This is an optimization exercise on Yosys and OpenROAD, whose aim is small area, a short achievable clock period and few clock cycles, not a production implementation. Where RTL was checked, it was by simulation tests only, not by an equivalence proof against the original. No activity file was given, so power comes from the tool's default toggle rates.

==> job 5483: inputs <==
Design codec_core, start of the top module:
module codec_core (
    input             clk,
    input             rst,
    input             cmd_valid,
    output            cmd_ready,
    input      [7:0]  cmd_opc,
    input      [4:0]  cmd_width,
    input      [15:0] cmd_len,
    input      [15:0] cmd_count,
    input             in_valid,
    output            in_ready,
    input      [15:0] in_data,
    output            out_valid,
    input             out_ready,
    output     [15:0] out_data,
    output            done,
    output            err,
    output     [3:0]  err_code,
    output     [15:0] err_info
);
Settings: LEC_CHECK=0, ABC_AREA=1, CAP_MARGIN=20, CORE_MARGIN=2, CORE_UTILIZATION=40, SETUP_SLACK_MARGIN=2.4, SLEW_MARGIN=20, TNS_END_PERCENT=5; clock period 5.0 ns.
standard.sh (not shown) runs the stock make flow with config.mk's settings and CLKGATE_MAP_FILE= SYNTH_SCRIPT=/design/flow/synth_recipe.tcl, a recipe that flattens the netlist after the stock synthesis.
==> flow/flow/run.sh <==
#!/bin/bash
# Standard synthesis, then the standard ORFS layout steps, with buf_2 port
# buffers in place of the platform's default delay-cell buffers.
set -euo pipefail
bash standard.sh synth > synth.log 2>&1
bash standard.sh "BUFFER_PORTS_ARGS=-buffer_cell sky130_fd_sc_hd__buf_2" finish > layout.log 2>&1
==> inputs of job 9687, as changes to job 5483 <==
--- a/flow/design.v
+++ b/flow/design.v
@@ -20,13 +20,13 @@
 );
     reg        busy;       
     reg        fin;        
     reg        skip;       
     reg        enc, dec, qd, qu, pk, up;   
     reg [4:0]  w;          
-    reg [15:0] gep;        
+    reg [3:0]  p;          
     reg [3:0]  amt;        
     reg [15:0] in_left;    
     reg [15:0] cnt;        
     reg [15:0] W0;         
     reg        ld;         
     reg        tl;         
@@ -43,32 +43,36 @@
     wire is_q   = qd | qu;
     wire is_rle = enc | dec;
     wire left   = pk | qu;
     wire work = busy & ~fin;
     wire room = ~ov | out_ready;
     wire [15:0] mask;      
-    wire [15:0] gep_n;     
+    wire [15:0] gep;       
+    wire [15:0] lts;       
     genvar j;
     generate
         for (j = 0; j < 16; j = j + 1) begin : g_th
             assign mask[j] = w > j;
-            assign gep_n[j] = ps[3:0] <= j;
+            assign gep[j]  = p <= j;
+            assign lts[j]  = ps[3:0] > j;
         end
     endgenerate
     wire [4:0]  sum2  = {1'b0, ps[3:0]} + w;    
     wire        crs   = ps[4];                  
     wire        need  = ps[4] & (|ps[3:0]);     
-    wire [15:0] m2    = up ? {16{~inz}} : left ? (mask & {16{~tl}}) : 16'hFFFF;
+    wire [15:0] m2    = up ? {16{~inz}} : {16{~tl}};
+    wire [15:0] k_in  = crs ? gep : (gep & lts);
+    wire [15:0] k_out = crs ? (lts & ~gep) : 16'd0;
     wire [15:0] selw  = up ? (gep & {16{ld}}) : {16{enc | (dec & ~ld)}};
     wire [15:0] flip  = {qd, 5'd0, qu, 9'd0};
     wire [15:0] X     = (selw & W0) | (~selw & ((in_data & m2) ^ flip));
     wire [15:0] r1    = amt[0] ? {X[0],     X[15:1]}  : X;
     wire [15:0] r2    = amt[1] ? {r1[1:0],  r1[15:2]} : r1;
     wire [15:0] r4    = amt[2] ? {r2[3:0],  r2[15:4]} : r2;
     wire [15:0] R     = amt[3] ? {r4[7:0],  r4[15:8]} : r4;
-    wire [15:0] bp_out = left ? ((gep & R) | (~gep & W0)) : (R & mask);
+    wire [15:0] bp_out = left ? ((k_in & R) | (~gep & W0)) : (R & mask);
     wire bad  = |(in_data & ~mask);
     wire same = (in_data[7:0] == W0[7:0]) & ~cntz;
     wire [15:0] in_left_m1 = in_left - 16'd1;
     wire [15:0] cnt_m1     = cnt - 16'd1;
     wire        in_left2   = in_left == 16'd2;
     wire        cnt2       = cnt == 16'd2;
@@ -107,13 +111,13 @@
     wire c_cnt1   = c_up & (cmd_count == 16'd1);
     wire e_brk   = take & ~same & enc & ~tl & rn;
     wire e_tail  = room & work & enc & ~tl & ~ld & inz & rn;
     wire e_start = take & enc & ~rn;
     wire e_ext   = take & same & enc & rn;
     wire d_load  = take & dec & ~ld;
-    wire c_dec1  = (emit & (up | dec)) | e_ext | (take & ~bad & (qu | pk) & ~err_r);
+    wire c_dec1  = (emit & (up | dec)) | e_ext | (take & (qu | pk) & ~err_r) | (take & skip & ~c_w);
     wire step    = (take & pk & ~tl) | (emit & up & ~cntz);
     reg inz_n, in1_n, cntz_n, cnt1_n, crs_n, ld_n, tl_n, rn_n;
     always @* begin
         inz_n  = inz;
         in1_n  = in1;
         cntz_n = cntz;
@@ -124,13 +128,13 @@
         rn_n   = rn;
         if (cmd_fire) begin
             inz_n  = c_inz;
             in1_n  = cmd_len == 16'd1;
             cntz_n = c_cntz;
             cnt1_n = c_cnt1;
-            crs_n  = cmd_width[4];
+            crs_n  = cmd_width[4] | ~c_bp;    
             ld_n   = 1'b0;
             tl_n   = 1'b0;
             rn_n   = 1'b0;
         end else begin
             if (take) begin
                 inz_n = in1;
@@ -224,37 +228,36 @@
             err_r <= 1'b1;
         if (cmd_fire)
             in_left <= cmd_len;
         else if (take)
             in_left <= in_left_m1;
         if (cmd_fire) begin
-            gep  <= c_q ? 16'hFFC0 : (~c_bp & ~c_dir) ? 16'hFF00 : 16'hFFFF;
+            p    <= c_q ? 4'd6 : (~c_bp & ~c_dir) ? 4'd8 : 4'd0;
             amt  <= c_q ? (c_dir ? 4'd10 : 4'd6) : (~c_bp & ~c_dir) ? 4'd8 : 4'd0;
-            ps   <= cmd_width;
+            ps   <= c_bp ? cmd_width : 5'd16;
         end else if (step) begin
-            gep  <= gep_n;
+            p    <= ps[3:0];
             amt  <= up ? ps[3:0] : 4'd0 - ps[3:0];
             ps   <= sum2;
         end
         if (cmd_fire)
-            cnt <= c_bp ? (wbad ? ~{11'd0, cmd_width} : c_dir ? cmd_count : 16'hFFFF) :
-                   c_q ? 16'hFFFF : (c_dir & cmd_len[0]) ? ~cmd_len : 16'd0;
+            cnt <= ({16{c_up}} & cmd_count) | {{11{skip_c}}, {5{skip_c}} & ~(cmd_width & {5{c_bp}})};
         else if (d_load)
             cnt <= {8'd0, in_data[7:0]};
         else if (e_start | e_brk)
             cnt <= 16'h00FE;
         else if (c_dec1)
             cnt <= cnt_m1;
         if (cmd_fire)
             W0 <= 16'd0;
         else if (take & pk & ~tl)
-            W0 <= crs ? (R & ~gep) : bp_out;
-        else if (e_brk | e_tail)
-            W0 <= {W0[7:0], in_data[7:0]};
-        else if ((up & ~cntz & emit & (crs | ~ld)) | (is_rle & take))
-            W0 <= in_data & {16{~inz}};
+            W0 <= crs ? (R & k_out) : bp_out;
+        else if (e_tail | (up & ~cntz & emit & (crs | ~ld)) | (is_rle & take)) begin
+            W0[7:0]  <= in_data[7:0] & {8{~inz}};
+            W0[15:8] <= (e_brk | e_tail) ? W0[7:0] : (in_data[15:8] & {8{~inz}});
+        end
     end
     assign cmd_ready = cmd_rdy;
     assign in_ready  = in_rdy;
     assign out_valid = ov;
     assign out_data  = od;
     assign done      = fin & room;
==> notes <==
Between job 9687 and job 5483, the lower synthesized cell count is in job 9687 (gap about 6%, measured against job 5483).
Between job 9687 and job 5483, the lower sequential power is in job 9687 (gap about 10%, measured against job 5483).
Against job 9687, the via count of job 5483 is larger by 2.5%.
In job 9687 the clock-buffer cell count is lower than in job 5483, by 9.
Of job 5483 and job 9687, job 5483 has the higher total power (gap 20%, measured against job 9687).
Testbench counts of job 9687, summed over its fixed seeds: cycles 53,953.
Function not checked in job 5483: the RTL went through the layout flow alone.

-- re-timing with driven ports --
Ports are ideal in the flow. The routed layouts listed here were re-timed in OpenROAD.
Step 1 (the two cells are an assumption about what drives the block):
set clk [get_ports {clk}]
set_driving_cell -lib_cell sky130_fd_sc_hd__clkbuf_16 $clk
set_driving_cell -lib_cell sky130_fd_sc_hd__buf_2 [delete_from_list [all_inputs] $clk]
Step 2 also shifts input and output timing later by t, the mid clock arrival at the registers, as if the neighbouring blocks saw the same clock.
a / b / c = ideal / step 1 / step 2; a / b = the first two.
run	t (ns)	setup WS [ns]	clock arrival spread, ns	slew at the worst register clock pin (ns)	pins driven straight from the clock port
job 5483	0.476	2.361 / 2.342 / 1.935	0.021 / 0.021	0.07 / 0.07	1
job 9687	0.405	2.281 / 2.281 / 1.935	0.012 / 0.012	0.08 / 0.08	1
After both steps setup and hold are still met in every run listed. For job 5483, which loses most, drivers alone change the setup slack by -0.019 ns; drivers and shift together by -0.426 ns.
